This is an optimization exercise on Yosys and OpenROAD, whose aim is small area, a short achievable clock period and few clock cycles, not a production implementation. Function was checked by simulation only, so behaviour that the tests miss may differ from the original. Power and IR drop assume default switching activity.

## design/flow/run.sh

```bash
#!/bin/bash
# synth_recipe.tcl (not shown) runs the flow's synth.tcl, then flattens the netlist and writes it again
# the make line also repeats each setting of config.mk as NAME=value (left out here)
make -C /OpenROAD-flow-scripts/flow DESIGN_CONFIG=/design/flow/config.mk WORK_HOME=/design/flow/orfs CLKGATE_MAP_FILE= SYNTH_SCRIPT=/design/flow/synth_recipe.tcl finish
```

## design/flow/config.mk

```make
export PLATFORM = sky130hd
export DESIGN_NAME = aec_dec
export DESIGN_NICKNAME = aec_dec
export VERILOG_FILES = /design/flow/design.v
export SDC_FILE = /design/flow/constraint.sdc
export NUM_CORES = 4
export LEC_CHECK = 0
export CAP_MARGIN = 20
export CORE_MARGIN = 2
export CORE_UTILIZATION = 40
export SETUP_SLACK_MARGIN = 5
export SLEW_MARGIN = 20
```

## design/flow/constraint.sdc

```tcl
create_clock -name core_clock -period 10.0 [get_ports {clk}]
set_input_delay 2.0000 -clock core_clock [delete_from_list [all_inputs] [get_ports {clk}]]
set_output_delay 2.0000 -clock core_clock [all_outputs]
set_load 0.01 [all_outputs]
```

## design/flow/design.v

```verilog
module aec_dec (
    input  wire        clk,
    input  wire        rst,           
    input  wire        start,         
    input  wire        preset_sel,    
    input  wire [15:0] in_len,        
    input  wire [19:0] in_bits,       
    input  wire [15:0] out_cap,       
    output wire [15:0] in_addr,
    input  wire [7:0]  in_rdata,
    output wire [15:0] out_raddr,
    input  wire [7:0]  out_rdata,
    output reg         out_we,
    output wire [15:0] out_waddr,
    output reg  [7:0]  out_wdata,
    output reg         busy,
    output reg         done,
    output wire        complete,
    output reg  [2:0]  stop_reason,
    output wire [15:0] out_len,
    output wire [19:0] out_bits
);
    localparam [1:0] CS_ALPHA = 2'd0, CS_NUM = 2'd1, CS_DELTA = 2'd2;
    localparam [2:0] SR_TERM = 3'd1, SR_TRUNC = 3'd2, SR_RSVD = 3'd3,
                     SR_BADREF = 3'd4, SR_FULL = 3'd5, SR_MAGIC = 3'd6;
    localparam [4:0]
        M_IDLE   = 5'd0,
        M_MAGIC  = 5'd1,
        M_TOK    = 5'd2,    
        M_SYMV   = 5'd3,    
        M_NUMV   = 5'd4,    
        M_P1SH   = 5'd5,    
        M_NIBSEL = 5'd6,    
        M_TSEL   = 5'd7,    
        M_CNT    = 5'd8,    
        M_DCHK   = 5'd9,    
        M_COPY   = 5'd10,   
        M_NIB    = 5'd11,   
        M_HYPH   = 5'd12,   
        M_BYTE   = 5'd13,   
        M_TCHK   = 5'd14,   
        M_TCH    = 5'd15,   
        M_UNI    = 5'd16,   
        M_DLT2   = 5'd17,   
        M_UTF    = 5'd18,   
        M_SEQ    = 5'd19,   
        M_FIN    = 5'd20,   
        M_DF     = 5'd21,   
        M_RPT    = 5'd22,   
        M_UTF0   = 5'd23;   
    localparam [2:0] P_DM = 3'd0, P_DD = 3'd1, P_RPT = 3'd2, P_HEX = 3'd3,
                     P_BIN = 3'd4, P_TREM = 3'd5;
    function [8:0] vdec;
        input [7:0] c;
        begin
            casez (c)
            8'b00??????: vdec = {5'd0,  4'd2};
            8'b010?????: vdec = {5'd1,  4'd3};
            8'b011?????: vdec = {5'd2,  4'd3};
            8'b1000????: vdec = {5'd3,  4'd4};
            8'b1001????: vdec = {5'd4,  4'd4};
            8'b1010????: vdec = {5'd5,  4'd4};
            8'b1011????: vdec = {5'd6,  4'd4};
            8'b1100????: vdec = {5'd7,  4'd4};
            8'b11010???: vdec = {5'd8,  4'd5};
            8'b11011???: vdec = {5'd9,  4'd5};
            8'b111000??: vdec = {5'd10, 4'd6};
            8'b111001??: vdec = {5'd11, 4'd6};
            8'b111010??: vdec = {5'd12, 4'd6};
            8'b1110110?: vdec = {5'd13, 4'd7};
            8'b1110111?: vdec = {5'd14, 4'd7};
            8'b1111000?: vdec = {5'd15, 4'd7};
            8'b1111001?: vdec = {5'd16, 4'd7};
            8'b1111010?: vdec = {5'd17, 4'd7};
            8'b11110110: vdec = {5'd18, 4'd8};
            8'b11110111: vdec = {5'd19, 4'd8};
            8'b11111000: vdec = {5'd20, 4'd8};
            8'b11111001: vdec = {5'd21, 4'd8};
            8'b11111010: vdec = {5'd22, 4'd8};
            8'b11111011: vdec = {5'd23, 4'd8};
            8'b11111100: vdec = {5'd24, 4'd8};
            8'b11111101: vdec = {5'd25, 4'd8};
            8'b11111110: vdec = {5'd26, 4'd8};
            default:     vdec = {5'd27, 4'd8};
            endcase
        end
    endfunction
    function [5:0] vlen4;
        input [7:0] c;
        begin
            casez (c)
            8'b00??????: vlen4 = 6'd6;
            8'b01??????: vlen4 = 6'd7;
            8'b10??????: vlen4 = 6'd8;
            8'b1100????: vlen4 = 6'd8;
            8'b1101????: vlen4 = 6'd9;
            8'b11100???: vlen4 = 6'd10;
            8'b111010??: vlen4 = 6'd10;
            8'b111011??: vlen4 = 6'd11;
            8'b111100??: vlen4 = 6'd11;
            8'b1111010?: vlen4 = 6'd11;
            default:     vlen4 = 6'd12;
            endcase
        end
    endfunction
    function le22;
        input [4:0] i;
        begin
            case (i)
            5'd23, 5'd24, 5'd25, 5'd26, 5'd27, 5'd28, 5'd29, 5'd30, 5'd31: le22 = 1'b0;
            default: le22 = 1'b1;
            endcase
        end
    endfunction
    function is_fq;               
        input [4:0] i;
        begin
            is_fq = (i == 5'd23) || (i == 5'd24) || (i == 5'd25);
        end
    endfunction
    function [2:0] num_sq;        
        input [4:0] i;
        begin
            case (i[1:0])
            2'b11:   num_sq = 3'd3;    
            2'b00:   num_sq = 3'd4;    
            default: num_sq = 3'd5;    
            endcase
        end
    endfunction
    function is_sfq;              
        input [4:0] i;
        begin
            is_sfq = (i == 5'd25) || (i == 5'd26) || (i == 5'd27);
        end
    endfunction
    function [2:0] sym_sq;        
        input [4:0] i;
        begin
            case (i[1:0])
            2'b01:   sym_sq = 3'd0;    
            2'b10:   sym_sq = 3'd1;    
            default: sym_sq = 3'd2;    
            endcase
        end
    endfunction
    function [7:0] alpha_char;    
        input [4:0] i;
        begin
            case (i)
            5'd1:  alpha_char = 8'h20;
            5'd2:  alpha_char = "e";  5'd3:  alpha_char = "t";
            5'd4:  alpha_char = "a";  5'd5:  alpha_char = "o";
            5'd6:  alpha_char = "i";  5'd7:  alpha_char = "n";
            5'd8:  alpha_char = "s";  5'd9:  alpha_char = "r";
            5'd10: alpha_char = "l";  5'd11: alpha_char = "c";
            5'd12: alpha_char = "d";  5'd13: alpha_char = "h";
            5'd14: alpha_char = "u";  5'd15: alpha_char = "p";
            5'd16: alpha_char = "m";  5'd17: alpha_char = "b";
            5'd18: alpha_char = "g";  5'd19: alpha_char = "w";
            5'd20: alpha_char = "f";  5'd21: alpha_char = "y";
            5'd22: alpha_char = "v";  5'd23: alpha_char = "k";
            5'd24: alpha_char = "q";  5'd25: alpha_char = "j";
            5'd26: alpha_char = "x";  5'd27: alpha_char = "z";
            default: alpha_char = 8'h00;
            endcase
        end
    endfunction
    function [7:0] sym_char;      
        input [4:0] i;
        begin
            case (i)
            5'd0:  sym_char = 8'h22;  5'd1:  sym_char = 8'h7B;
            5'd2:  sym_char = 8'h7D;  5'd3:  sym_char = 8'h5F;
            5'd4:  sym_char = 8'h3C;  5'd5:  sym_char = 8'h3E;
            5'd6:  sym_char = 8'h3A;  5'd7:  sym_char = 8'h0A;
            5'd8:  sym_char = 8'h0D;
            5'd9:  sym_char = 8'h5B;  5'd10: sym_char = 8'h5D;
            5'd11: sym_char = 8'h5C;  5'd12: sym_char = 8'h3B;
            5'd13: sym_char = 8'h27;  5'd14: sym_char = 8'h09;
            5'd15: sym_char = 8'h40;  5'd16: sym_char = 8'h2A;
            5'd17: sym_char = 8'h26;  5'd18: sym_char = 8'h3F;
            5'd19: sym_char = 8'h21;  5'd20: sym_char = 8'h5E;
            5'd21: sym_char = 8'h7C;  5'd22: sym_char = 8'h0D;
            5'd23: sym_char = 8'h7E;  5'd24: sym_char = 8'h60;
            5'd25: sym_char = 8'h22;  5'd26: sym_char = 8'h22;
            default: sym_char = 8'h3C;
            endcase
        end
    endfunction
    function [7:0] num_char;      
        input [4:0] i;
        begin
            case (i)
            5'd1:  num_char = 8'h2C;  5'd2:  num_char = 8'h2E;
            5'd3:  num_char = 8'h30;  5'd4:  num_char = 8'h31;
            5'd5:  num_char = 8'h39;  5'd6:  num_char = 8'h32;
            5'd7:  num_char = 8'h35;  5'd8:  num_char = 8'h2D;
            5'd9:  num_char = 8'h2F;  5'd10: num_char = 8'h33;
            5'd11: num_char = 8'h34;  5'd12: num_char = 8'h36;
            5'd13: num_char = 8'h37;  5'd14: num_char = 8'h38;
            5'd15: num_char = 8'h28;  5'd16: num_char = 8'h29;
            5'd17: num_char = 8'h20;  5'd18: num_char = 8'h3D;
            5'd19: num_char = 8'h2B;  5'd20: num_char = 8'h24;
            5'd21: num_char = 8'h25;  5'd22: num_char = 8'h23;
            5'd23: num_char = 8'h3D;  5'd24: num_char = 8'h22;
            5'd25: num_char = 8'h3A;
            default: num_char = 8'h00;
            endcase
        end
    endfunction
    function is_digit;
        input [4:0] i;
        begin
            case (i)
            5'd3, 5'd4, 5'd5, 5'd6, 5'd7, 5'd10, 5'd11, 5'd12, 5'd13, 5'd14: is_digit = 1'b1;
            default: is_digit = 1'b0;
            endcase
        end
    endfunction
    function [7:0] seq_byte;
        input [2:0] s;
        input [1:0] j;
        begin
            case ({s, j})
            {3'd0, 2'd1}: seq_byte = 8'h3A;  {3'd0, 2'd2}: seq_byte = 8'h20;
            {3'd0, 2'd3}: seq_byte = 8'h22;
            {3'd1, 2'd1}: seq_byte = 8'h3A;  {3'd1, 2'd2}: seq_byte = 8'h20;
            {3'd2, 2'd1}: seq_byte = 8'h2F;
            {3'd3, 2'd1}: seq_byte = 8'h22;
            {3'd4, 2'd1}: seq_byte = 8'h3A;  {3'd4, 2'd2}: seq_byte = 8'h22;
            {3'd5, 2'd1}: seq_byte = 8'h2F;  {3'd5, 2'd2}: seq_byte = 8'h2F;
            default:      seq_byte = 8'h0A;
            endcase
        end
    endfunction
    function [1:0] seq_last;
        input [2:0] s;
        begin
            case (s)
            3'd0: seq_last = 2'd3;
            3'd1, 3'd4, 3'd5: seq_last = 2'd2;
            default: seq_last = 2'd1;
            endcase
        end
    endfunction
    function [4:0] tmpl_len;
        input [2:0] t;
        begin
            case (t)
            3'd0: tmpl_len = 5'd24;
            3'd1: tmpl_len = 5'd10;
            3'd2: tmpl_len = 5'd14;
            3'd3: tmpl_len = 5'd8;
            default: tmpl_len = 5'd0;
            endcase
        end
    endfunction
    function [7:0] tmpl_char;
        input [2:0] t;
        input [4:0] k;
        reg [191:0] s;
        begin
            case (t)
            3'd0: s = "tfff-of-tfTtf:rf:rf.fffZ";
            3'd1: s = {"tfff-of-tf", 112'd0};
            3'd2: s = {"(fff) fff-ffff", 80'd0};
            default: s = {"tf:rf:rf", 128'd0};
            endcase
            tmpl_char = s[191 - 8*k -: 8];
        end
    endfunction
    function [2:0] ph_width;
        input [7:0] c;
        begin
            case (c)
            "f", "F": ph_width = 3'd4;
            "r":      ph_width = 3'd3;
            "t":      ph_width = 3'd2;
            "o":      ph_width = 3'd1;
            default:  ph_width = 3'd0;
            endcase
        end
    endfunction
    function [7:0] hex_char;
        input [3:0] v;
        input       upper;
        begin
            case (v)
            4'd0: hex_char = 8'h30;  4'd1: hex_char = 8'h31;
            4'd2: hex_char = 8'h32;  4'd3: hex_char = 8'h33;
            4'd4: hex_char = 8'h34;  4'd5: hex_char = 8'h35;
            4'd6: hex_char = 8'h36;  4'd7: hex_char = 8'h37;
            4'd8: hex_char = 8'h38;  4'd9: hex_char = 8'h39;
            4'd10: hex_char = {2'b01, ~upper, 5'h01};
            4'd11: hex_char = {2'b01, ~upper, 5'h02};
            4'd12: hex_char = {2'b01, ~upper, 5'h03};
            4'd13: hex_char = {2'b01, ~upper, 5'h04};
            4'd14: hex_char = {2'b01, ~upper, 5'h05};
            default: hex_char = {2'b01, ~upper, 5'h06};
            endcase
        end
    endfunction
    function [7:0] upcase;        
        input [7:0] c;
        begin
            upcase = {c[7:6], 1'b0, c[4:0]};
        end
    endfunction
    reg [4:0]  mode;
    reg        preset;
    reg [1:0]  cs;
    reg        all_upper;
    reg [20:0] prev_cp;
    reg [39:0] WW;          
    wire [31:0] W = WW[39:8];
    reg [5:0]  wv;          
    reg [19:0] rb;          
    reg [15:0] fa;          
    reg        pend;        
    reg [2:0]  pad;         
    reg [19:0] tok;         
    reg [15:0] olen;        
    reg [15:0] wp;          
    reg [15:0] room;        
    reg        cpend;       
    reg [2:0]  cpur;        
    reg [21:0] acc;         
    reg [2:0]  dstep;       
    reg [15:0] src;         
    reg        mbig;        
    reg        cv;          
    reg        dsign;
    reg        uni;
    reg [1:0]  ei;
    reg [2:0]  sq;
    reg [1:0]  si;
    reg        hex_upper;
    reg        is_guid;
    reg [2:0]  tsel;
    reg [4:0]  tk;
    reg [7:0]  tch;         
    wire [6:0]  wsub = {1'b0, wv} + {4'd0, pad} + {2'b00, pend, 3'b000};
    wire [19:0] pos  = {1'b0, fa, 3'b000} - {13'd0, wsub};
    assign in_addr   = busy ? fa : 16'd0;
    assign out_raddr = src;
    assign out_len   = olen;
    assign out_waddr = wp;
    assign out_bits  = tok;
    assign complete  = (stop_reason == SR_TERM);
    wire eos   = (rb == 20'd0);
    wire wfits = (room[15:1] != 15'd0) || (room[0] && !out_we);
    reg [40:0] wth;
    integer ti;
    always @* begin
        for (ti = 0; ti <= 40; ti = ti + 1)
            wth[ti] = (wv >= ti);
    end
    wire [8:0] V0 = vdec(W[31:24]);
    wire [8:0] V1 = vdec(W[27:20]);
    wire [4:0] v0i = V0[8:4];
    wire [3:0] v0l = V0[3:0];
    wire [4:0] v1i = V1[8:4];
    wire [5:0] v1l4 = vlen4(W[27:20]);
    wire       v0z = (W[31:30] == 2'b00);
    wire       v1z = (W[27:26] == 2'b00);
    wire       v1one = (W[27:25] == 3'b010);
    reg [4:0] nib_k;
    always @* begin
        casez (W[25:21])
        5'b00???: nib_k = 5'd8;
        5'b010??: nib_k = 5'd9;
        5'b0110?: nib_k = 5'd10;
        5'b01110: nib_k = 5'd11;
        5'b01111: nib_k = 5'd11;
        5'b10???: nib_k = 5'd8;
        5'b110??: nib_k = 5'd9;
        5'b1110?: nib_k = 5'd10;
        default:  nib_k = 5'd11;
        endcase
    end
    reg  [2:0]  cs_s;
    reg  [15:0] cs_f;
    reg  [4:0]  cs_n;
    always @* begin
        casez (W[31:28])
        4'b0???: begin cs_s = 3'd0; cs_f = {14'd0, W[30:29]}; cs_n = 5'd3;  end
        4'b10??: begin cs_s = 3'd1; cs_f = {12'd0, W[29:26]}; cs_n = 5'd6;  end
        4'b110?: begin cs_s = 3'd2; cs_f = {9'd0,  W[28:22]}; cs_n = 5'd10; end
        4'b1110: begin cs_s = 3'd3; cs_f = {5'd0,  W[27:17]}; cs_n = 5'd15; end
        default: begin cs_s = 3'd4; cs_f = W[27:12];          cs_n = 5'd20; end
        endcase
    end
    reg [16:0] cs_base;
    always @* begin
        case ({cpur == P_DM || cpur == P_DD, cpur == P_RPT, cs_s})
        {2'b10, 3'd0}: cs_base = 17'd5;
        {2'b10, 3'd1}: cs_base = 17'd9;
        {2'b10, 3'd2}: cs_base = 17'd25;
        {2'b10, 3'd3}: cs_base = 17'd153;
        {2'b10, 3'd4}: cs_base = 17'd2201;
        {2'b01, 3'd0}: cs_base = 17'd4;
        {2'b01, 3'd1}: cs_base = 17'd8;
        {2'b01, 3'd2}: cs_base = 17'd24;
        {2'b01, 3'd3}: cs_base = 17'd152;
        {2'b01, 3'd4}: cs_base = 17'd2200;
        {2'b00, 3'd1}: cs_base = 17'd4;
        {2'b00, 3'd2}: cs_base = 17'd20;
        {2'b00, 3'd3}: cs_base = 17'd148;
        {2'b00, 3'd4}: cs_base = 17'd2196;
        default:       cs_base = 17'd0;
        endcase
    end
    wire [16:0] cs_val  = {1'b0, cs_f} + cs_base;
    wire        cs_zero = (W[31:29] == 3'b000);
    reg  [2:0]  ds_s;
    reg         ds_sign;
    reg  [20:0] ds_f;
    reg  [4:0]  ds_n;
    always @* begin
        casez (W[31:27])
        5'b0????: begin ds_s = 3'd0; ds_sign = W[30]; ds_f = {15'd0, W[29:24]}; ds_n = 5'd8;  end
        5'b10???: begin ds_s = 3'd1; ds_sign = W[29]; ds_f = {9'd0,  W[28:17]}; ds_n = 5'd15; end
        5'b110??: begin ds_s = 3'd2; ds_sign = W[28]; ds_f = {7'd0,  W[27:14]}; ds_n = 5'd18; end
        5'b1110?: begin ds_s = 3'd3; ds_sign = W[27]; ds_f = {5'd0,  W[26:11]}; ds_n = 5'd21; end
        5'b11110: begin ds_s = 3'd4; ds_sign = W[26]; ds_f = 21'd0;             ds_n = 5'd6;  end
        default:  begin ds_s = 3'd5; ds_sign = 1'b0;  ds_f = 21'd0;             ds_n = 5'd5;  end
        endcase
    end
    reg [21:0] d_base;
    always @* begin
        case (dstep)
        3'd1: d_base = 22'd64;
        3'd2: d_base = 22'd4160;
        3'd3: d_base = 22'd20544;
        3'd4: d_base = 22'd86080;
        default: d_base = 22'd0;
        endcase
    end
    wire [20:0] cp_base = uni ? 21'd0 : prev_cp;
    wire [22:0] cp_r    = {2'b00, cp_base}
                        + ({1'b0, d_base} ^ {23{dsign}})
                        + ({2'b00, acc[20:0]} ^ {23{dsign}})
                        + {21'd0, dsign, 1'b0};
    wire        cp_bad  = cp_r[22] | (!dsign & cp_r[21]);
    wire [20:0] cp      = cp_r[20:0];
    wire [2:0] tpw = ph_width(tch);
    always @(posedge clk) begin : seq
        reg        e_en;
        reg [7:0]  e_b;
        reg        x_en;
        reg [2:0]  x_reason;
        reg        c_en;         
        reg [5:0]  need;         
        reg [5:0]  nhi;          
        reg        stall;
        reg        trunc;
        reg [4:0]  k;            
        reg        rd;           
        reg        zr;
        reg [3:0]  ab;
        reg [39:0] wt;
        reg        take;
        e_en = 1'b0;  e_b = 8'd0;
        x_en = 1'b0;  x_reason = 3'd0;
        c_en = 1'b0;
        need = 6'd0;  k = 5'd0;  rd = 1'b0;
        case (mode)
        M_TOK: begin
            rd = 1'b1;
            if (cs == CS_DELTA) begin
                if (ds_s != 3'd5) need = {1'b0, ds_n};
                else case (W[26:25])
                    2'b01: need = 6'd9;
                    2'b00: need = preset ? 6'd7 : (W[24:23] == 2'b11) ? 6'd10 : 6'd9;
                    default: need = 6'd7;
                endcase
            end else if (!v0z) begin
                need = {2'b00, v0l};
            end else if (preset) begin
                need = 6'd2;
            end else begin
                casez (W[29:27])
                3'b00?: need = (cs == CS_NUM || all_upper) ? 6'd4 :
                               !v1z ? v1l4 :
                               (W[25:24] == 2'b11) ? 6'd9 : 6'd8;
                3'b01?: need = v1l4;
                3'b10?: need = !v1z ? v1l4 : {1'b0, nib_k};
                default: need = 6'd5;
                endcase
            end
        end
        M_SYMV, M_NUMV, M_P1SH: begin rd = 1'b1; need = {2'b00, v0l}; end
        M_NIBSEL: begin
            rd = 1'b1;
            casez (W[31:27])
            5'b0????: need = 6'd1;
            5'b10???: need = 6'd2;
            5'b110??: need = 6'd3;
            5'b1110?: need = 6'd4;
            default:  need = 6'd5;
            endcase
        end
        M_TSEL: begin
            rd = 1'b1;
            casez (W[31:28])
            4'b0???: need = 6'd1;
            4'b10??: need = 6'd2;
            4'b110?: need = 6'd3;
            default: need = 6'd4;
            endcase
        end
        M_CNT:  begin rd = 1'b1; need = {1'b0, cs_n}; end
        M_UNI:  begin rd = 1'b1; need = {1'b0, ds_n}; end
        M_NIB:  begin rd = 1'b1; need = 6'd4; end
        M_DF:   begin rd = 1'b1; need = 6'd21; end
        M_BYTE: begin rd = 1'b1; need = 6'd8; end
        M_TCH:  begin rd = 1'b1; need = {3'b000, tpw}; end
        default: ;
        endcase
        case (mode)
        M_TOK:    nhi = (cs != CS_DELTA) ? (preset ? 6'd8 : 6'd12) :
                        (ds_s != 3'd5) ? {1'b0, ds_n} : 6'd10;
        M_SYMV, M_NUMV, M_P1SH, M_BYTE: nhi = 6'd8;
        M_NIBSEL: nhi = 6'd5;
        M_TSEL, M_NIB: nhi = 6'd4;
        M_CNT:    nhi = {1'b0, cs_n};
        M_UNI:    nhi = {1'b0, ds_n};
        M_DF:     nhi = 6'd21;
        M_TCH:    nhi = {3'b000, tpw};
        default:  nhi = 6'd0;
        endcase
        stall = rd && !eos && !wth[nhi];
        trunc = rd && eos && !wth[need];
        if (mode == M_TOK)
            tok <= pos;
        if (!stall) begin
            case (mode)
            M_IDLE: begin
                if (start) begin
                    preset      <= preset_sel;
                    rb          <= (in_bits < {1'b0, in_len, 3'b000}) ? in_bits
                                                                     : {1'b0, in_len, 3'b000};
                    room        <= out_cap;
                    cpend       <= 1'b0;
                    pad         <= 3'd0;
                    tok         <= 20'd0;
                    olen        <= 16'd0;
                    wp          <= 16'd0;
                    cs          <= CS_ALPHA;
                    all_upper   <= 1'b0;
                    prev_cp     <= 21'd0;
                    busy        <= 1'b1;
                    done        <= 1'b0;
                    stop_reason <= 3'd0;
                    mode        <= M_MAGIC;
                end
            end
            M_MAGIC: begin
                k = 5'd1;
                mode <= M_TOK;
                if (eos) begin
                    x_en = 1'b1; x_reason = SR_TRUNC;
                end else if (!in_rdata[7]) begin
                    x_en = 1'b1; x_reason = SR_MAGIC;
                end
            end
            M_TOK: begin
                if (cs == CS_DELTA) begin
                    if (ds_s != 3'd5) begin
                        k = ds_n;
                        acc <= {1'b0, ds_f}; dstep <= ds_s; dsign <= ds_sign; uni <= 1'b0;
                        mode <= (ds_s == 3'd4) ? M_DF : M_DLT2;
                    end else begin
                        case (W[26:25])
                        2'b01: begin
                            k = 5'd9;
                            e_en = 1'b1;
                            case (W[24:23])
                            2'd0: e_b = 8'h20;
                            2'd1: e_b = 8'h2C;
                            2'd2: e_b = 8'h2E;
                            default: e_b = 8'h0A;
                            endcase
                            c_en = 1'b1;
                        end
                        2'b10: begin k = 5'd7; mode <= M_FIN; end           
                        2'b11: begin x_en = 1'b1; x_reason = SR_RSVD; end
                        default: begin
                            if (preset) begin
                                k = 5'd7; cs <= CS_ALPHA; c_en = 1'b1;      
                            end else begin
                                casez (W[24:22])
                                3'b00?: begin k = 5'd9; cs <= CS_ALPHA; c_en = 1'b1; end
                                3'b01?: begin k = 5'd9; mode <= M_SYMV; end
                                3'b10?: begin k = 5'd9; mode <= M_NUMV; end
                                3'b110: begin k = 5'd10; cpur <= P_DM; mode <= M_CNT; end
                                default: begin x_en = 1'b1; x_reason = SR_RSVD; end
                                endcase
                            end
                        end
                        endcase
                    end
                end else if (!v0z) begin
                    k = {1'b0, v0l};
                    if (cs == CS_ALPHA) begin
                        e_en = 1'b1;
                        e_b  = (v0i != 5'd1 && all_upper) ? upcase(alpha_char(v0i))
                                                          : alpha_char(v0i);
                        c_en = 1'b1;
                    end else begin
                        e_en = le22(v0i) || is_fq(v0i);
                        e_b  = num_char(v0i);
                        if (le22(v0i)) begin
                            if (is_digit(v0i)) cs <= CS_NUM;
                            c_en = 1'b1;
                        end else if (is_fq(v0i)) begin
                            sq <= num_sq(v0i); si <= 2'd1; mode <= M_SEQ;
                        end else if (v0i == 5'd26) begin
                            cpur <= P_RPT; mode <= M_CNT;
                        end else
                            mode <= M_FIN;                                  
                    end
                end else if (preset) begin
                    zr = !W[29] && wth[3] && !W[28] && wth[4] &&
                         (all_upper || (!W[27] && wth[5] && !W[26] && wth[6]));
                    if (zr) begin
                        k = all_upper ? 5'd4 : 5'd6; mode <= M_FIN;
                    end else if (all_upper) begin
                        k = 5'd2; all_upper <= 1'b0; c_en = 1'b1;          
                    end else begin
                        k = 5'd2; mode <= M_P1SH;
                    end
                end else begin
                    casez (W[29:27])
                    3'b00?: begin
                        if (cs == CS_NUM) begin
                            k = 5'd4; cs <= CS_ALPHA; c_en = 1'b1;         
                        end else if (all_upper) begin
                            k = 5'd4; all_upper <= 1'b0; c_en = 1'b1;      
                        end else if (!v1z && !v1one) begin
                            k = v1l4[4:0];
                            e_en = 1'b1; e_b = upcase(alpha_char(v1i));
                            c_en = 1'b1;
                        end else if (v1one) begin
                            k = 5'd7; cs <= CS_DELTA; c_en = 1'b1;         
                        end else if (W[25:24] == 2'b00) begin
                            k = 5'd8; all_upper <= 1'b1; c_en = 1'b1;      
                        end else begin
                            x_en = 1'b1; x_reason = SR_RSVD;
                        end
                    end
                    3'b01?: begin
                        k = v1l4[4:0];
                        e_en = 1'b1; e_b = sym_char(v1i);
                        if (v1i == 5'd8) begin
                            sq <= 3'd6; si <= 2'd1; mode <= M_SEQ;
                        end else if (is_sfq(v1i)) begin
                            sq <= sym_sq(v1i); si <= 2'd1; mode <= M_SEQ;
                        end else
                            c_en = 1'b1;
                    end
                    3'b10?: begin
                        if (v1z) begin
                            k = nib_k;
                            casez (W[25:21])
                            5'b0????: begin
                                cpur <= P_TREM; mode <= M_CNT;
                                casez (W[24:21])
                                4'b0???: tsel <= 3'd0;
                                4'b10??: tsel <= 3'd1;
                                4'b110?: tsel <= 3'd2;
                                4'b1110: tsel <= 3'd3;
                                default: tsel <= 3'd4;
                                endcase
                            end
                            5'b10???: begin hex_upper <= 1'b0; cpur <= P_HEX; mode <= M_CNT; end
                            5'b110??: begin hex_upper <= 1'b0; is_guid <= 1'b1; tk <= 5'd0; mode <= M_NIB; end
                            5'b1110?: begin hex_upper <= 1'b1; cpur <= P_HEX; mode <= M_CNT; end
                            5'b11110: begin hex_upper <= 1'b1; is_guid <= 1'b1; tk <= 5'd0; mode <= M_NIB; end
                            default:  begin cpur <= P_BIN; mode <= M_CNT; end
                            endcase
                        end else begin
                            k = v1l4[4:0];
                            e_en = le22(v1i) || is_fq(v1i);
                            e_b  = num_char(v1i);
                            if (le22(v1i)) begin
                                if (is_digit(v1i)) cs <= CS_NUM;
                                c_en = 1'b1;
                            end else if (is_fq(v1i)) begin
                                sq <= num_sq(v1i); si <= 2'd1; mode <= M_SEQ;
                            end else if (v1i == 5'd26) begin
                                cpur <= P_RPT; mode <= M_CNT;
                            end else
                                mode <= M_FIN;                              
                        end
                    end
                    3'b110: begin k = 5'd5; cpur <= P_DM; mode <= M_CNT; end
                    default: begin k = 5'd5; mode <= M_UNI; end
                    endcase
                end
            end
            M_P1SH: begin
                k = {1'b0, v0l};
                c_en = 1'b1;
                if (!v0z && v0i != 5'd1) begin
                    e_en = 1'b1; e_b = upcase(alpha_char(v0i));
                end else if (!v0z)
                    cs <= CS_DELTA;                                         
                else
                    all_upper <= 1'b1;                                      
            end
            M_SYMV: begin
                k = {1'b0, v0l};
                e_en = 1'b1; e_b = sym_char(v0i);
                if (v0i == 5'd8) begin
                    sq <= 3'd6; si <= 2'd1; mode <= M_SEQ;
                end else if (is_sfq(v0i)) begin
                    sq <= sym_sq(v0i); si <= 2'd1; mode <= M_SEQ;
                end else
                    c_en = 1'b1;
            end
            M_NUMV: begin
                k = {1'b0, v0l};
                if (v0z)
                    mode <= M_NIBSEL;
                else begin
                    e_en = le22(v0i) || is_fq(v0i);
                    e_b  = num_char(v0i);
                    if (le22(v0i)) begin
                        if (is_digit(v0i)) cs <= CS_NUM;
                        c_en = 1'b1;
                    end else if (is_fq(v0i)) begin
                        sq <= num_sq(v0i); si <= 2'd1; mode <= M_SEQ;
                    end else if (v0i == 5'd26) begin
                        cpur <= P_RPT; mode <= M_CNT;
                    end else
                        mode <= M_FIN;                                      
                end
            end
            M_NIBSEL: begin
                k = need[4:0];
                casez (W[31:27])
                5'b0????: mode <= M_TSEL;
                5'b10???: begin hex_upper <= 1'b0; cpur <= P_HEX; mode <= M_CNT; end
                5'b110??: begin hex_upper <= 1'b0; is_guid <= 1'b1; tk <= 5'd0; mode <= M_NIB; end
                5'b1110?: begin hex_upper <= 1'b1; cpur <= P_HEX; mode <= M_CNT; end
                5'b11110: begin hex_upper <= 1'b1; is_guid <= 1'b1; tk <= 5'd0; mode <= M_NIB; end
                default:  begin cpur <= P_BIN; mode <= M_CNT; end
                endcase
            end
            M_TSEL: begin
                k = need[4:0];
                casez (W[31:28])
                4'b0???: tsel <= 3'd0;
                4'b10??: tsel <= 3'd1;
                4'b110?: tsel <= 3'd2;
                4'b1110: tsel <= 3'd3;
                default: tsel <= 3'd4;
                endcase
                cpur <= P_TREM; mode <= M_CNT;
            end
            M_CNT: begin
                k = cs_n;
                case (cpur)
                P_DM: begin
                    src <= cs_val[15:0]; mbig <= cs_val[16];
                    cpur <= P_DD;
                end
                P_DD: begin
                    acc <= {5'd0, cs_val}; mode <= M_DCHK;
                end
                P_RPT: begin
                    if (olen == 16'd0) begin
                        x_en = 1'b1; x_reason = SR_BADREF;
                    end else begin
                        acc <= {5'd0, cs_val}; mode <= M_RPT;
                    end
                end
                P_HEX: begin
                    acc <= {5'd0, cs_val}; is_guid <= 1'b0;
                    if (cs_zero) c_en = 1'b1; else mode <= M_NIB;
                end
                P_BIN: begin
                    acc <= {5'd0, cs_val};
                    if (cs_zero) c_en = 1'b1; else mode <= M_BYTE;
                end
                default: begin
                    acc <= {5'd0, cs_val}; mode <= M_TCHK;
                end
                endcase
            end
            M_DCHK: begin
                if (mbig || acc[16:0] > {1'b0, olen} || {1'b0, src} > acc[16:0]) begin
                    x_en = 1'b1; x_reason = SR_BADREF;
                end else begin
                    src <= olen - acc[15:0];
                    acc <= {6'd0, src};
                    cv <= 1'b0; mode <= M_COPY;
                end
            end
            M_RPT: begin
                e_en = 1'b1; e_b = out_wdata;
                acc <= acc - 22'd1;
                if (acc[16:0] == 17'd1) c_en = 1'b1;
            end
            M_COPY: begin
                src <= src + 16'd1;
                cv <= 1'b1;
                if (cv) begin
                    e_en = 1'b1; e_b = out_rdata;
                    acc <= acc - 22'd1;
                    if (acc[16:0] == 17'd1) c_en = 1'b1;
                end
            end
            M_NIB: begin
                k = 5'd4;
                e_en = 1'b1; e_b = hex_char(W[31:28], hex_upper);
                if (is_guid) begin
                    tk <= tk + 5'd1;
                    if (tk == 5'd31)
                        c_en = 1'b1;
                    else if (tk == 5'd7 || tk == 5'd11 || tk == 5'd15 || tk == 5'd19)
                        mode <= M_HYPH;
                end else begin
                    acc <= acc - 22'd1;
                    if (acc[16:0] == 17'd1) c_en = 1'b1;
                end
            end
            M_HYPH: begin
                e_en = 1'b1; e_b = 8'h2D; mode <= M_NIB;
            end
            M_BYTE: begin
                k = 5'd8;
                e_en = 1'b1; e_b = W[31:24];
                acc <= acc - 22'd1;
                if (acc[16:0] == 17'd1) c_en = 1'b1;
            end
            M_TCHK: begin
                if (tmpl_len(tsel) == 5'd0 || acc[16:0] > {12'd0, tmpl_len(tsel)}) begin
                    x_en = 1'b1; x_reason = SR_RSVD;
                end else if (acc[4:0] == tmpl_len(tsel))
                    c_en = 1'b1;
                else begin
                    acc <= {17'd0, tmpl_len(tsel) - acc[4:0]};
                    tk <= 5'd0;
                    tch <= tmpl_char(tsel, 5'd0);
                    mode <= M_TCH;
                end
            end
            M_TCH: begin
                k = {2'b00, tpw};
                e_en = 1'b1;
                if (tpw == 3'd0)       e_b = tch;
                else if (tch == "f")   e_b = hex_char(W[31:28], 1'b0);
                else if (tch == "F")   e_b = hex_char(W[31:28], 1'b1);
                else if (tpw == 3'd3)  e_b = {5'b00110, W[31:29]};
                else if (tpw == 3'd2)  e_b = {6'b001100, W[31:30]};
                else                   e_b = {7'b0011000, W[31]};
                tk <= tk + 5'd1;
                tch <= tmpl_char(tsel, tk + 5'd1);
                acc <= acc - 22'd1;
                if (acc[4:0] == 5'd1) c_en = 1'b1;
            end
            M_UNI: begin
                if (ds_s == 3'd5) begin
                    x_en = 1'b1; x_reason = SR_RSVD;
                end else begin
                    k = ds_n;
                    acc <= {1'b0, ds_f}; dstep <= ds_s; dsign <= ds_sign; uni <= 1'b1;
                    mode <= (ds_s == 3'd4) ? M_DF : M_DLT2;
                end
            end
            M_DF: begin
                k = 5'd21;
                acc <= {1'b0, W[31:11]};
                mode <= M_DLT2;
            end
            M_DLT2: begin
                if (cp_bad) begin
                    x_en = 1'b1; x_reason = SR_RSVD;
                end else begin
                    prev_cp <= cp;
                    mode <= M_UTF0;
                    if (cp[20:7] == 14'd0)       ei <= 2'd0;
                    else if (cp[20:11] == 10'd0) ei <= 2'd1;
                    else if (cp[20:16] == 5'd0)  ei <= 2'd2;
                    else                         ei <= 2'd3;
                end
            end
            M_UTF0: begin
                e_en = 1'b1;
                case (ei)
                2'd0:    begin e_b = {1'b0, prev_cp[6:0]}; c_en = 1'b1; end
                2'd1:    e_b = {3'b110, prev_cp[10:6]};
                2'd2:    e_b = {4'b1110, prev_cp[15:12]};
                default: e_b = {5'b11110, prev_cp[20:18]};
                endcase
                ei <= ei - 2'd1;
                mode <= M_UTF;
            end
            M_UTF: begin
                e_en = 1'b1;
                case (ei)
                2'd0:    e_b = {2'b10, prev_cp[5:0]};
                2'd1:    e_b = {2'b10, prev_cp[11:6]};
                default: e_b = {2'b10, prev_cp[17:12]};
                endcase
                ei <= ei - 2'd1;
                if (ei == 2'd0) c_en = 1'b1;
            end
            M_SEQ: begin
                e_en = 1'b1; e_b = seq_byte(sq, si);
                si <= si + 2'd1;
                if (si == seq_last(sq)) c_en = 1'b1;
            end
            M_FIN: begin
                x_en = 1'b1; x_reason = SR_TERM;
            end
            default: mode <= M_IDLE;
            endcase
        end
        if (c_en) begin
            if (e_en && !wfits) begin
                x_en = 1'b1; x_reason = SR_FULL;
            end else
                mode <= M_TOK;
        end
        if (trunc) begin
            x_en = 1'b1; x_reason = SR_TRUNC;
        end
        if (cpend && mode != M_IDLE)
            olen <= wp + {15'd0, out_we};
        if (mode != M_IDLE) begin
            cpend <= c_en && !x_en;
            wp    <= wp + {15'd0, out_we};
        end
        out_we <= e_en && wfits && !x_en;
        if (e_en)
            out_wdata <= e_b;
        if (out_we && mode != M_IDLE)
            room <= room - 16'd1;
        ab = !pend ? 4'd0 : (rb[19:3] != 17'd0) ? 4'd8 : {1'b0, rb[2:0]};
        wt = WW;
        if (ab != 4'd0) wt = WW | ({in_rdata, 32'd0} >> wv);    
        take = pend ? (!wth[25] && (rb[19:4] != 16'd0 || (rb[3] && rb[2:0] != 3'd0)))
                    : (!wth[33] && !eos);
        if (mode == M_IDLE) begin
            WW   <= 40'd0;
            wv   <= 6'd0;
            fa   <= start ? 16'd1 : 16'd0;
            pend <= start;
        end else begin
            WW    <= wt << k;
            wv    <= wv + {2'b00, ab} - {1'b0, k};
            rb    <= rb - {16'd0, ab};
            if (pend && !ab[3]) pad <= 3'd0 - ab[2:0];
            fa    <= fa + {15'd0, take};
            pend  <= take;
        end
        if (x_en) begin
            busy        <= 1'b0;
            done        <= 1'b1;
            stop_reason <= x_reason;
            if (x_reason == SR_TERM) tok <= pos;
            mode        <= M_IDLE;
        end
        if (rst) begin
            mode        <= M_IDLE;
            busy        <= 1'b0;
            done        <= 1'b0;
            stop_reason <= 3'd0;
            olen        <= 16'd0;
            tok         <= 20'd0;
            out_we      <= 1'b0;
            cpend       <= 1'b0;
            fa          <= 16'd0;
            pend        <= 1'b0;
            WW          <= 40'd0;
            wv          <= 6'd0;
        end
    end
endmodule
```

==> flow_metrics.tcl, run 1 <==
set metrics [dict create \
    ant_nets 0 \
    cts_tree "yes" \
    dr.pass1.iters 8 \
    powerDensity_mw_per_mm2 303 \
    drtIter0Drc 5038 \
    io_buffer_count 170 \
    final.setup.tns_ns 0 \
    required_ns 10.46 \
    die_x_um 277 \
    switching_share 0.518 \
    clock_latency_ns 0.60 \
    fmaxAchievable_mhz 197 \
    pre_cts_ws_ns 3.22 \
    syn-cell-area_sq_mm 0.0298 \
    grt_pass1_wl_um 197000 \
    htreeDepth 2 \
    p_int_w 0.00525 \
    rr_worst_depth 20 \
    io_pins 171 \
    setup.worst_path.start_class "flop" \
    final_common_cell "nor2_1" \
    ys_seq_area_frac 0.238 \
    core-area_sq_mm 0.0742 \
    netlist_instances 3933 \
    row_count 100 \
    drcViolationCount 0 \
    clock_sinks 276 \
    finish.utilization 0.485 \
    worst_ir_drop_vdd_v 0.000194 \
    start_util 0.402 \
    skew_ns 0.0495 \
    post-route-period-util 0.507 \
    final_cell_mix "428 x nor2_1, 353 x nand2_1, 305 x a21oi_1, 258 x o21ai_0, 188 x ha_1" \
    post-dp-hpwl_um 99000 \
    slew_viol_final 0 \
    rsz0062_at_grt "yes" \
    dieHeight_um 277 \
    layout_setup_ws_ns 4.93 \
    layout.nets 4378 \
    finalSetupViolations 0 \
    crit_path_max_fanout 32 \
    arrival_ns 5.53 \
    syn_nets 4226 \
    cts-root-buf "clkbuf_16" \
    grt-ovfl-total 0 \
    place_congestion 1.05 \
    area_growth_pct 20.6 \
    via_count 33341 \
    grt_pass1_vias 30389 \
    maxCapViolCount 0 \
    p_clk_frac 0.129 \
    setup.worst_path.start "mode[2]" \
    end_kind "flop" \
    fillers 7359 \
    worstMarginPinSlew_ns 1.09 \
    antenna_found_initial 8 \
    grt_max_degree 45 \
    path_class "flop to flop" \
    hold_viol_final 0 \
    synth_flop_cell "edfxtp_1" \
    rrSetupSlack_ns 4.93 \
    die_area_sq_mm 0.0768 \
    hold_path_class "flop to flop" \
    ys_warn_count 1 \
    dp_cells 4881 \
    p_seq_frac 0.196 \
    pwr-share-comb 0.675 \
    leakagePower_nw 13.8 \
    synth-edff-count 156 \
    wl_per_cell_um 26.6 \
    clk_path_buf_depth 3 \
    drive_above_1_share 0.132 \
    fin_cells 5088 \
    via_per_inst 6.55 \
    synth-seq-cells 276 \
    wirelength_um 135000 \
    p_sw_w 0.00564 \
    slew-limit-headroom 0.269 \
    synthArstFlopShare 0 \
    path_clk_slew_ns 0.07 \
    grt_usage 0.331 \
    syn_avg_cell_area_sq_um 7.58 \
    numCtsBuffers 38 \
    worstReg2RegStart "mode[2]" \
    synthDistinctLibCells 112 \
    min_period_ns 5.07 \
    status "timing/DRC/antenna clean" \
]
power groups by stage:
stage	clock, W	combinational (W)	sequential [W]
global placement	0	0.00634	0.00213
CTS	0.00142	0.00669	0.00211
global route	0.00146	0.00783	0.00216
detailed placement	0	0.00632	0.00213
finish	0.00141	0.00735	0.00214
floorplan	0	0.00459	0.00188
synth_stat cells (all sizes together), types with 77 or more instances:
cell type  count  area, sq um
dfxtp        120         2400
xnor2        124         1090
a21oi        332         1670
nor3         100          533
clkbuf       197          739
mux2i         89          891
inv          161          604
o211ai        77          597
nand3        109          551
nand2        367         1390
nor2         447         1700
edfxtp       156         4680
o21ai        283         1420
a22oi         77          583
ha           206         2580
registers in the layout, summed over array words and instances, names as in the netlist, 5 cells and up, named ones only:
| register | count |
|---|---|
| rb | 20 |
| prev_cp | 21 |
| mode | 5 |
| src | 16 |
| tok | 20 |
| wp | 16 |
| wv | 6 |
| fa | 16 |
| tch | 7 |
| acc | 21 |
| olen | 16 |
| room | 16 |
| tk | 5 |
| out_wdata | 8 |
| WW | 40 |
cells by family after synthesis:
group	share of synthesized area
and+or+nand+nor	0.225
AOI/OAI and AO/OA	0.284
buffers and inverters	0.0573
DFF	0.238
adders and majority gates	0.0979
xor gates and xnor gates	0.0564
muxes	0.0419
per-stage QoR:
step / hold WS (ns) / power (W) / instance area (sq um)
after global placement: 0.471 / 0.00848 / 32300
after detailed placement: 0.472 / 0.00845 / 32300
after CTS: 0.486 / 0.0102 / 34700
after global routing: 0.511 / 0.0115 / 36000
after floorplan: 0.440 / 0.00647 / 29900
final: 0.484 / 0.0109 / 36000
worst min-delay path by stage:
stage / depth (start not counted) / slack [ns] / from / endpoint
2_1_floorplan: 2 / 0.44 / pad[1] / pad[1]
3_3_place_gp: 2 / 0.47 / tok[2] / tok[2]
3_5_place_dp: 2 / 0.47 / pad[2] / pad[2]
4_1_cts: 2 / 0.49 / pad[0] / pad[0]
5_1_grt: 2 / 0.51 / pad[0] / pad[0]
6_report: 2 / 0.48 / pad[0] / pad[0]
worst max-delay path: stages (launching register included):
cell and delay, ns:
dfxtp_2 0.48, buf_12 0.26, nor3_2 0.09, nand2_2 0.25
clkinvlp_4 0.30, nor2_1 0.43, o21ai_0 0.17, a21oi_2 0.29
buf_4 0.18, o211ai_4 0.12, o211ai_4 0.32, buf_4 0.22
mux2_2 0.34, mux2i_2 0.21, mux2i_2 0.13, o22ai_2 0.20
o21a_2 0.22, inv_1 0.06, ha_1 0.30, mux2i_1 0.08
mux2_2 0.27
area by class of cell:
cell class | instances | area [sq um] | share of cell area
sequential | 276 | 7110 | 0.197
antenna | 4 | 10.0 | 0.000278
inverter | 170 | 728 | 0.0202
clock buffer | 52 | 1100 | 0.0305
timing repair buffer | 373 | 3600 | 0.100
multi-input combinational | 3226 | 22000 | 0.613
clock inverter | 18 | 184 | 0.00511
tap | 969 | 1210 | 0.0337
repair_timing:
| action | CTS | global route |
|---|---|---|
| hold buffers | 0 | 0 |
| endpoints found under the setup margin | 168 | 90 |
| buffers inserted | 58 | 63 |
| cloned | 6 | 5 |
| gates resized for setup | 141 | 173 |
| pin swaps | 20 | 55 |
layer usage:
| layer | global-route usage | vias to the layer above | wire length, um |
|---|---|---|---|
| met3 | 0.0782 | 474 | 15100 |
| met1 | 0.450 | 15920 | 55100 |
| met2 | 0.500 | 2095 | 58000 |
| met4 | 0.141 | 6 | 6860 |
| li1 | - | 14846 | - |
| met5 | 0 | - | 34 |
Testbench counts, summed over its fixed seeds: cycles 79,130.
==> run 2: changes to the inputs <==
--- a/design/flow/design.v
+++ b/design/flow/design.v
@@ -47,6 +47,5 @@
         M_FIN    = 5'd20,   
         M_DF     = 5'd21,   
-        M_RPT    = 5'd22,   
-        M_UTF0   = 5'd23;   
+        M_RPT    = 5'd22;   
     localparam [2:0] P_DM = 3'd0, P_DD = 3'd1, P_RPT = 3'd2, P_HEX = 3'd3,
                      P_BIN = 3'd4, P_TREM = 3'd5;
@@ -327,5 +326,4 @@
     reg [2:0]  cpur;        
     reg [21:0] acc;         
-    reg [2:0]  dstep;       
     reg [15:0] src;         
     reg        mbig;        
@@ -420,27 +418,15 @@
     always @* begin
         casez (W[31:27])
-        5'b0????: begin ds_s = 3'd0; ds_sign = W[30]; ds_f = {15'd0, W[29:24]}; ds_n = 5'd8;  end
-        5'b10???: begin ds_s = 3'd1; ds_sign = W[29]; ds_f = {9'd0,  W[28:17]}; ds_n = 5'd15; end
-        5'b110??: begin ds_s = 3'd2; ds_sign = W[28]; ds_f = {7'd0,  W[27:14]}; ds_n = 5'd18; end
-        5'b1110?: begin ds_s = 3'd3; ds_sign = W[27]; ds_f = {5'd0,  W[26:11]}; ds_n = 5'd21; end
+        5'b0????: begin ds_s = 3'd0; ds_sign = W[30]; ds_f = {15'd0, W[29:24]};          ds_n = 5'd8;  end
+        5'b10???: begin ds_s = 3'd1; ds_sign = W[29]; ds_f = {9'd0,  W[28:17]} + 21'd64;    ds_n = 5'd15; end
+        5'b110??: begin ds_s = 3'd2; ds_sign = W[28]; ds_f = {7'd0,  W[27:14]} + 21'd4160;  ds_n = 5'd18; end
+        5'b1110?: begin ds_s = 3'd3; ds_sign = W[27]; ds_f = {5'd0,  W[26:11]} + 21'd20544; ds_n = 5'd21; end
         5'b11110: begin ds_s = 3'd4; ds_sign = W[26]; ds_f = 21'd0;             ds_n = 5'd6;  end
         default:  begin ds_s = 3'd5; ds_sign = 1'b0;  ds_f = 21'd0;             ds_n = 5'd5;  end
         endcase
     end
-    reg [21:0] d_base;
-    always @* begin
-        case (dstep)
-        3'd1: d_base = 22'd64;
-        3'd2: d_base = 22'd4160;
-        3'd3: d_base = 22'd20544;
-        3'd4: d_base = 22'd86080;
-        default: d_base = 22'd0;
-        endcase
-    end
     wire [20:0] cp_base = uni ? 21'd0 : prev_cp;
-    wire [22:0] cp_r    = {2'b00, cp_base}
-                        + ({1'b0, d_base} ^ {23{dsign}})
-                        + ({2'b00, acc[20:0]} ^ {23{dsign}})
-                        + {21'd0, dsign, 1'b0};
+    wire [22:0] cp_r    = dsign ? {2'b00, cp_base} - {1'b0, acc}
+                                : {2'b00, cp_base} + {1'b0, acc};
     wire        cp_bad  = cp_r[22] | (!dsign & cp_r[21]);
     wire [20:0] cp      = cp_r[20:0];
@@ -570,5 +556,5 @@
                     if (ds_s != 3'd5) begin
                         k = ds_n;
-                        acc <= {1'b0, ds_f}; dstep <= ds_s; dsign <= ds_sign; uni <= 1'b0;
+                        acc <= {1'b0, ds_f}; dsign <= ds_sign; uni <= 1'b0;
                         mode <= (ds_s == 3'd4) ? M_DF : M_DLT2;
                     end else begin
@@ -868,5 +854,5 @@
                 end else begin
                     k = ds_n;
-                    acc <= {1'b0, ds_f}; dstep <= ds_s; dsign <= ds_sign; uni <= 1'b1;
+                    acc <= {1'b0, ds_f}; dsign <= ds_sign; uni <= 1'b1;
                     mode <= (ds_s == 3'd4) ? M_DF : M_DLT2;
                 end
@@ -874,5 +860,5 @@
             M_DF: begin
                 k = 5'd21;
-                acc <= {1'b0, W[31:11]};
+                acc <= {1'b0, W[31:11]} + 22'd86080;
                 mode <= M_DLT2;
             end
@@ -882,22 +868,16 @@
                 end else begin
                     prev_cp <= cp;
-                    mode <= M_UTF0;
-                    if (cp[20:7] == 14'd0)       ei <= 2'd0;
-                    else if (cp[20:11] == 10'd0) ei <= 2'd1;
-                    else if (cp[20:16] == 5'd0)  ei <= 2'd2;
-                    else                         ei <= 2'd3;
+                    e_en = 1'b1;
+                    if (cp[20:7] == 14'd0) begin
+                        e_b = {1'b0, cp[6:0]}; c_en = 1'b1;
+                    end else if (cp[20:11] == 10'd0) begin
+                        e_b = {3'b110, cp[10:6]}; ei <= 2'd0; mode <= M_UTF;
+                    end else if (cp[20:16] == 5'd0) begin
+                        e_b = {4'b1110, cp[15:12]}; ei <= 2'd1; mode <= M_UTF;
+                    end else begin
+                        e_b = {5'b11110, cp[20:18]}; ei <= 2'd2; mode <= M_UTF;
+                    end
                 end
             end
-            M_UTF0: begin
-                e_en = 1'b1;
-                case (ei)
-                2'd0:    begin e_b = {1'b0, prev_cp[6:0]}; c_en = 1'b1; end
-                2'd1:    e_b = {3'b110, prev_cp[10:6]};
-                2'd2:    e_b = {4'b1110, prev_cp[15:12]};
-                default: e_b = {5'b11110, prev_cp[20:18]};
-                endcase
-                ei <= ei - 2'd1;
-                mode <= M_UTF;
-            end
             M_UTF: begin
                 e_en = 1'b1;
--- a/design/flow/config.mk
+++ b/design/flow/config.mk
@@ -8,5 +8,6 @@
 export CAP_MARGIN = 20
 export CORE_MARGIN = 2
-export CORE_UTILIZATION = 40
+export CORE_UTILIZATION = 55
 export SETUP_SLACK_MARGIN = 5
 export SLEW_MARGIN = 20
+export TNS_END_PERCENT = 5
==> run 2 against run 1 <==
Net effect:
- fmax fell by 1.9%
- register-to-register slack got worse by 0.096 ns
- first-iteration DRC count rose by 16%
- cell area rose by 0.36%
- final cell count fell by 1.1%
- global-route usage rose by 12 points
- hold slack got worse by 0.0079 ns
- total power rose by 7.5%
- core utilization rose by 17 points
- largest power group unchanged
==> flow_metrics.tcl, run 2 <==
set metrics [dict create \
    yosysTopAreaCellShare 0.152 \
    synthArstFlopShare 0 \
    synth-edff-count 154 \
    routed-wl-met3_um 18500 \
    ys_warn_count 1 \
    synth-seq-cells 274 \
    synthDistinctLibCells 125 \
    grt_usage 0.449 \
    top_register "WW" \
    dr.pass1.iters 8 \
    drcViolationCount 0 \
    yosysTopAreaCell "edfxtp_1" \
    cts-root-buf "clkbuf_16" \
    fillers 4828 \
    cts_tree "yes" \
    post-route-period-util 0.516 \
    path_class "flop to flop" \
    yosys.cell_count.top_type "nand2_1" \
    skew_ns 0.0236 \
    drive_above_1_share 0.130 \
    stdcell_area_sq_mm 0.0361 \
    post-dp-hpwl_um 97500 \
    rsz0062_at_grt "yes" \
    hold_viol_final 0 \
    yosys-top-cells-area "edfxtp_1 15%, dfxtp_1 7.9%, ha_1 7.6%" \
    path_clk_slew_ns 0.06 \
    grt_max_degree 51 \
    numCtsBuffers 36 \
    required_ns 10.48 \
    setup.worst_path.start_class "flop" \
    clock_latency_ns 0.58 \
    wirelength_um 135000 \
    antenna_found_initial 6 \
    die_x_um 240 \
    worstMarginPinSlew_ns 1.09 \
    worst_ir_drop_vdd_v 0.000244 \
    htreeDepth 2 \
    place_congestion 1.10 \
    pre_cts_ws_ns 3.62 \
    syn_avg_cell_area_sq_um 7.41 \
    drtIter0Drc 5854 \
    via_per_inst 7.05 \
    ys_seq_area_frac 0.230 \
    clock_sinks 274 \
    area_growth_pct 18.4 \
    status "timing/DRC/antenna clean" \
    min_period_ns 5.16 \
    powerDensity_mw_per_mm2 324 \
    finalSetupViolations 0 \
    syn-cell-area_sq_mm 0.0305 \
    yosys-top-cells-count "458 x nand2_1, 439 x nor2_1, 340 x a21oi_1" \
    grt-ovfl-total 0 \
    fmaxAchievable_mhz 194 \
    top_layer "met5" \
    leakagePower_nw 13.8 \
    wl_per_cell_um 26.8 \
    maxCapViolCount 0 \
    final_cell_mix "451 x nand2_1, 424 x nor2_1, 313 x a21oi_1, 269 x o21ai_0, 171 x buf_4" \
    core-area_sq_mm 0.0550 \
    layout_setup_ws_ns 4.84 \
    row_count 86 \
    crit_path_max_fanout 30 \
    arrival_ns 5.64 \
    via_count 35489 \
    start_util 0.555 \
    netlist_instances 4115 \
    reg.largest.list "WW: 40 flops, acc: 22 flops, prev_cp: 21 flops" \
    dieHeight_um 240 \
    synth_flop_cell "edfxtp_1" \
    syn_nets 4383 \
    final_common_cell "nand2_1" \
    hold_path_class "flop to flop" \
    clk_path_buf_depth 3 \
    grt_pass1_wl_um 197000 \
    slew-limit-headroom 0.264 \
    layout.nets 4522 \
    cts_hold_buf 0 \
    slew_viol_final 0 \
    wl_met1_um 49800 \
    io_buffer_count 170 \
    largest_reg_flops 40 \
    grt_pass1_vias 31770 \
    die_area_sq_mm 0.0574 \
    met2_length_um 55900 \
    ant_nets 0 \
    final.setup.tns_ns 0 \
    dpl-instance-area_sq_mm 0.0326 \
    end_kind "flop" \
    io_pins 171 \
]
## run 2: cell types whose count changed after synthesis, moves of 8 or more
cell,change
nor3_1,+22
o22ai_1,+23
or2_2,+10
nand2_1,+95
inv_1,+18
a21oi_1,+9
nand3b_1,+8
o21ai_0,+13
or3_1,-8
o211ai_1,-33
ha_1,-21
a31oi_1,+15
mux2_2,-19
xnor2_1,+21
## run 2: area by class of cell
class	instances	area [sq um]	share of cell area
Inverter	186	800	0.0221
Sequential cell	274	7050	0.195
Timing Repair Buffer	366	3450	0.0954
Multi-Input combinational cell	3389	22700	0.628
Tap cell	748	936	0.0259
Clock buffer	42	943	0.0261
Clock inverter	24	239	0.00662
Antenna cell	3	7.51	0.000208
Timing Repair inverter	1	5.00	0.000139
## run 2: through the flow
stage / power (W) / hold slack (ns) / utilization / instances
finish: 0.0117 / 0.476 / 0.657 / 5033
global route: 0.0122 / 0.483 / 0.657 / 5030
CTS: 0.0109 / 0.473 / 0.636 / 4966
detailed placement: 0.00910 / 0.461 / 0.593 / 4841
global placement: 0.00912 / 0.453 / 0.593 / 4841
floorplan: 0.00692 / 0.442 / - / 4115
## run 2: worst paths after layout
check / startpoint / depth (start not counted) / slack, ns / to
max: WW[33] / 16 / 4.84 / out_we
max reg2reg: WW[33] / 16 / 4.84 / out_we
min reg2reg: pad[0] / 1 / 0.48 / pad[0]
min: pad[0] / 1 / 0.48 / pad[0]
## run 2: what timing repair did
| action | in CTS | in global routing |
|---|---|---|
| buffers inserted | 57 | 58 |
| pin swaps | 24 | 38 |
| gates resized for setup | 168 | 139 |
| cloned | 2 | 4 |
| setup endpoints to repair | 186 | 90 |
## run 2: layer usage
metal,vias to the layer above,GRT usage
met5,-,0
met4,8,0.273
met3,802,0.139
met2,2832,0.666
met1,16389,0.569
li1,15458,-
## run 2: cells by family after synthesis
kind of cell,count (synthesis),share of synthesized area
simple gates,1555,0.245
compound gates,1321,0.286
buf+inv,453,0.0596
flops,274,0.230
xor+xnor,206,0.0591
fa+ha+maj,198,0.0838
mux,108,0.0368
## run 2: report_power, final
part           internal (W)  total, W  switching [W]
logic               0.00298   0.00828        0.00530
registers           0.00163   0.00210       0.000465
clock network      0.000763   0.00134       0.000573
total               0.00538    0.0117        0.00634
## run 2: critical path, cell delays in order (launching register included)
cell      delay [ns]
dfxtp_1         0.34
buf_8           0.26
clkinv_4        0.16
ha_2            0.30
or2_2           0.33
o211a_1         0.26
o31ai_1         0.33
nor3_1          0.12
nor3_1          0.77
mux2_2          0.42
a21o_1          0.19
a311oi_1        0.29
a211oi_1        0.10
o21ai_1         0.23
nand2_1         0.24
or3b_4          0.47
nor3b_1         0.22
Testbench counts of run 2, summed over its fixed seeds: cycles 77,123.
==> run 3: changes to the inputs <==
--- a/design/flow/config.mk
+++ b/design/flow/config.mk
@@ -8,6 +8,5 @@
 export CAP_MARGIN = 20
 export CORE_MARGIN = 2
-export CORE_UTILIZATION = 55
+export CORE_UTILIZATION = 40
 export SETUP_SLACK_MARGIN = 5
 export SLEW_MARGIN = 20
-export TNS_END_PERCENT = 5
==> run 3 against run 2 <==
Net effect:
- still clean on timing, DRC and antenna
- register-to-register slack improved by 0.12 ns
- final cell count is 5.0% higher
- area after synthesis unchanged
- non-clock buffer count increased by 25
- fmax grew 2.4%
- first-iteration DRC count is 16% lower
- clock power rose by 4%
- synthesized cell count stayed put
- via count fell by 1.7%
- sequential cell count did not move
- global-route usage fell by 11 points
- largest cell class unchanged
- highest routed layer unchanged
==> flow_metrics.tcl, run 3 <==
set metrics [dict create \
    top_register "WW" \
    maxCapViolCount 0 \
    routed-wl-met3_um 16100 \
    grt_pass1_wl_um 207000 \
    largest_reg_flops 40 \
    yosys-top-cells-count "458 x nand2_1, 439 x nor2_1, 340 x a21oi_1" \
    wirelength_um 143000 \
    synthArstFlopShare 0 \
    clock_latency_ns 0.60 \
    ys_warn_count 1 \
    crit_path_max_fanout 5 \
    status "timing/DRC/antenna clean" \
    antenna_found_initial 3 \
    via_count 34883 \
    grt-ovfl-total 0 \
    end_kind "flop" \
    reg.largest.list "WW: 40 flops, acc: 22 flops, prev_cp: 21 flops" \
    dieHeight_um 280 \
    via_per_inst 6.60 \
    io_buffer_count 170 \
    post-dp-hpwl_um 104000 \
    hold_path_class "flop to flop" \
    drtIter0Drc 4904 \
    layout.nets 4545 \
    netlist_instances 4115 \
    syn_avg_cell_area_sq_um 7.41 \
    final.setup.tns_ns 0 \
    worstMarginPinSlew_ns 1.08 \
    synth-edff-count 154 \
    yosysTopAreaCell "edfxtp_1" \
    wl_met1_um 56500 \
    drcViolationCount 0 \
    top_layer "met5" \
    met2_length_um 61600 \
    clock_sinks 274 \
    synthDistinctLibCells 125 \
    clk_path_buf_depth 3 \
    ant_nets 0 \
    synth-seq-cells 274 \
    min_period_ns 5.04 \
    numCtsBuffers 36 \
    path_clk_slew_ns 0.06 \
    dpl-instance-area_sq_mm 0.0329 \
    final_cell_mix "449 x nand2_1, 420 x nor2_1, 315 x a21oi_1, 264 x o21ai_0, 181 x buf_4" \
    wl_per_cell_um 27.0 \
    fmaxAchievable_mhz 198 \
    grt_pass1_vias 31784 \
    worst_ir_drop_vdd_v 0.000203 \
    slew-limit-headroom 0.272 \
    io_pins 171 \
    path_class "flop to flop" \
    skew_ns 0.0406 \
    drive_above_1_share 0.141 \
    htreeDepth 2 \
    finalSetupViolations 0 \
    arrival_ns 5.55 \
    core-area_sq_mm 0.0757 \
    grt_usage 0.343 \
    yosysTopAreaCellShare 0.152 \
    min_path_cells 1 \
    syn-cell-area_sq_mm 0.0305 \
    hold_viol_final 0 \
    powerDensity_mw_per_mm2 326 \
    cts_hold_buf 0 \
    rrSetupSlack_ns 4.96 \
    rsz0062_at_grt "yes" \
    slew_viol_final 0 \
    area_growth_pct 22.0 \
    yosys-top-cells-area "edfxtp_1 15%, dfxtp_1 7.9%, ha_1 7.6%" \
    leakagePower_nw 14.1 \
    ys_seq_area_frac 0.230 \
    synth_flop_cell "edfxtp_1" \
    setup.worst_path.start_class "flop" \
    yosys.cell_count.top_type "nand2_1" \
    stdcell_area_sq_mm 0.0372 \
    syn_nets 4383 \
    post-route-period-util 0.504 \
    die_area_sq_mm 0.0785 \
    required_ns 10.51 \
    start_util 0.403 \
    place_congestion 1.04 \
    cts_tree "yes" \
    cts-root-buf "clkbuf_16" \
    rr_worst_depth 21 \
    grt_max_degree 48 \
    final_common_cell "nand2_1" \
    die_x_um 280 \
    dr.pass1.iters 9 \
    row_count 101 \
]
[run 3: cell counts after synthesis]
No cell type changed its count.
[run 3: area by class of cell]
| type | instances | area, sq um |
|---|---|---|
| fill | 7411 | 38500 |
| multi-input combinational | 3388 | 23000 |
| sequential | 274 | 7060 |
| timing repair buffer | 391 | 3830 |
| tap | 978 | 1220 |
| clock buffer | 43 | 968 |
| inverter | 186 | 808 |
| clock inverter | 22 | 265 |
| antenna | 3 | 7.51 |
[run 3: metal layers]
| layer | GRT usage | vias to the layer above |
|---|---|---|
| li1 | - | 15503 |
| met1 | 0.448 | 16492 |
| met2 | 0.530 | 2324 |
| met3 | 0.0861 | 560 |
| met4 | 0.158 | 4 |
| met5 | 0 | - |
[run 3: kinds of logic after synthesis]
| logic type | count (synthesis) | share of synthesized area |
|---|---|---|
| and+or+nand+nor | 1555 | 0.245 |
| AOI/OAI and AO/OA | 1321 | 0.286 |
| buffers and inverters | 453 | 0.0596 |
| muxes | 108 | 0.0368 |
| xor gates and xnor gates | 206 | 0.0591 |
| adders and majority gates | 198 | 0.0838 |
| DFF | 274 | 0.230 |
[run 3: worst paths after layout]
check	end	from
max	out_we	acc[2]
min	pad[0]	pad[0]
max reg2reg	out_we	acc[2]
min reg2reg	pad[0]	pad[0]
[run 3: per-stage QoR]
step / std cells / utilization / power, W / hold slack, ns / setup slack [ns]
6_report: 5285 / 0.492 / 0.0121 / 0.476 / 4.96
5_1_grt: 5282 / 0.492 / 0.0127 / 0.511 / 4.89
4_1_cts: 5196 / 0.469 / 0.0112 / 0.478 / 4.92
3_5_place_dp: 5072 / 0.435 / 0.00926 / 0.464 / 3.32
3_3_place_gp: 5072 / 0.435 / 0.00929 / 0.452 / 3.26
2_1_floorplan: 4115 / - / 0.00693 / 0.442 / 5.00
[run 3: critical path: stages, from the launching register on]
cell and delay [ns]:
edfxtp_1 0.44, nor3_4 0.29, and3_4 0.26, buf_4 0.15
a21oi_1 0.08, xnor2_1 0.15, ha_1 0.38, o21a_1 0.15
o21a_1 0.11, o32a_1 0.17, nand2_1 0.09, a21oi_2 0.23
a21oi_2 0.12, a2111oi_4 0.35, nor4_1 0.14, o211ai_1 0.50
nor3_4 0.05, buf_6 0.15, a221o_1 0.44, nand3_4 0.13
or3b_4 0.39, nor3b_1 0.19
[run 3: timing repair]
action,4_1_cts,5_1_grt
buffers inserted,56,77
cloned,3,9
resized for setup,209,195
endpoints found under the setup margin,183,54
pin swaps,28,67
[run 3: power breakdown]
part | leakage, nW | switching (W) | internal [W]
Clock | 0.597 | 0.000585 | 0.000805
Combinational | 11.0 | 0.00550 | 0.00316
Sequential | 2.47 | 0.000447 | 0.00163

==> what the ideal ports hide <==
The results above use ideal ports. As a check the final layouts listed here were re-extracted and re-timed, cells and wires unchanged.
Step 1 (the two cells are an assumption about what drives the block):
set clk [get_ports {clk}]
set_driving_cell -lib_cell sky130_fd_sc_hd__clkbuf_16 $clk
set_driving_cell -lib_cell sky130_fd_sc_hd__buf_2 [delete_from_list [all_inputs] $clk]
Step 2 times the ports against the registers' clock, not the clock port: input delays grow and output delays shrink by t, the midpoint of the rising clock arrivals with the driver on.
a / b / c = no drivers / after step 1 / after step 2; a / b = the first two.
run	t, ns	setup WS [ns]	clock arrival spread, ns	pins driven straight from the clock port
run 1	0.641	4.933 / 4.933 / 4.368	0.052 / 0.051	1
run 2	0.636	4.837 / 4.837 / 4.507	0.024 / 0.024	1
run 3	0.643	4.960 / 4.960 / 4.570	0.041 / 0.041	1
After both steps setup and hold are still met in every run listed. For run 1, which loses most, drivers alone change the setup slack by 0.000 ns; drivers and shift together by -0.565 ns.
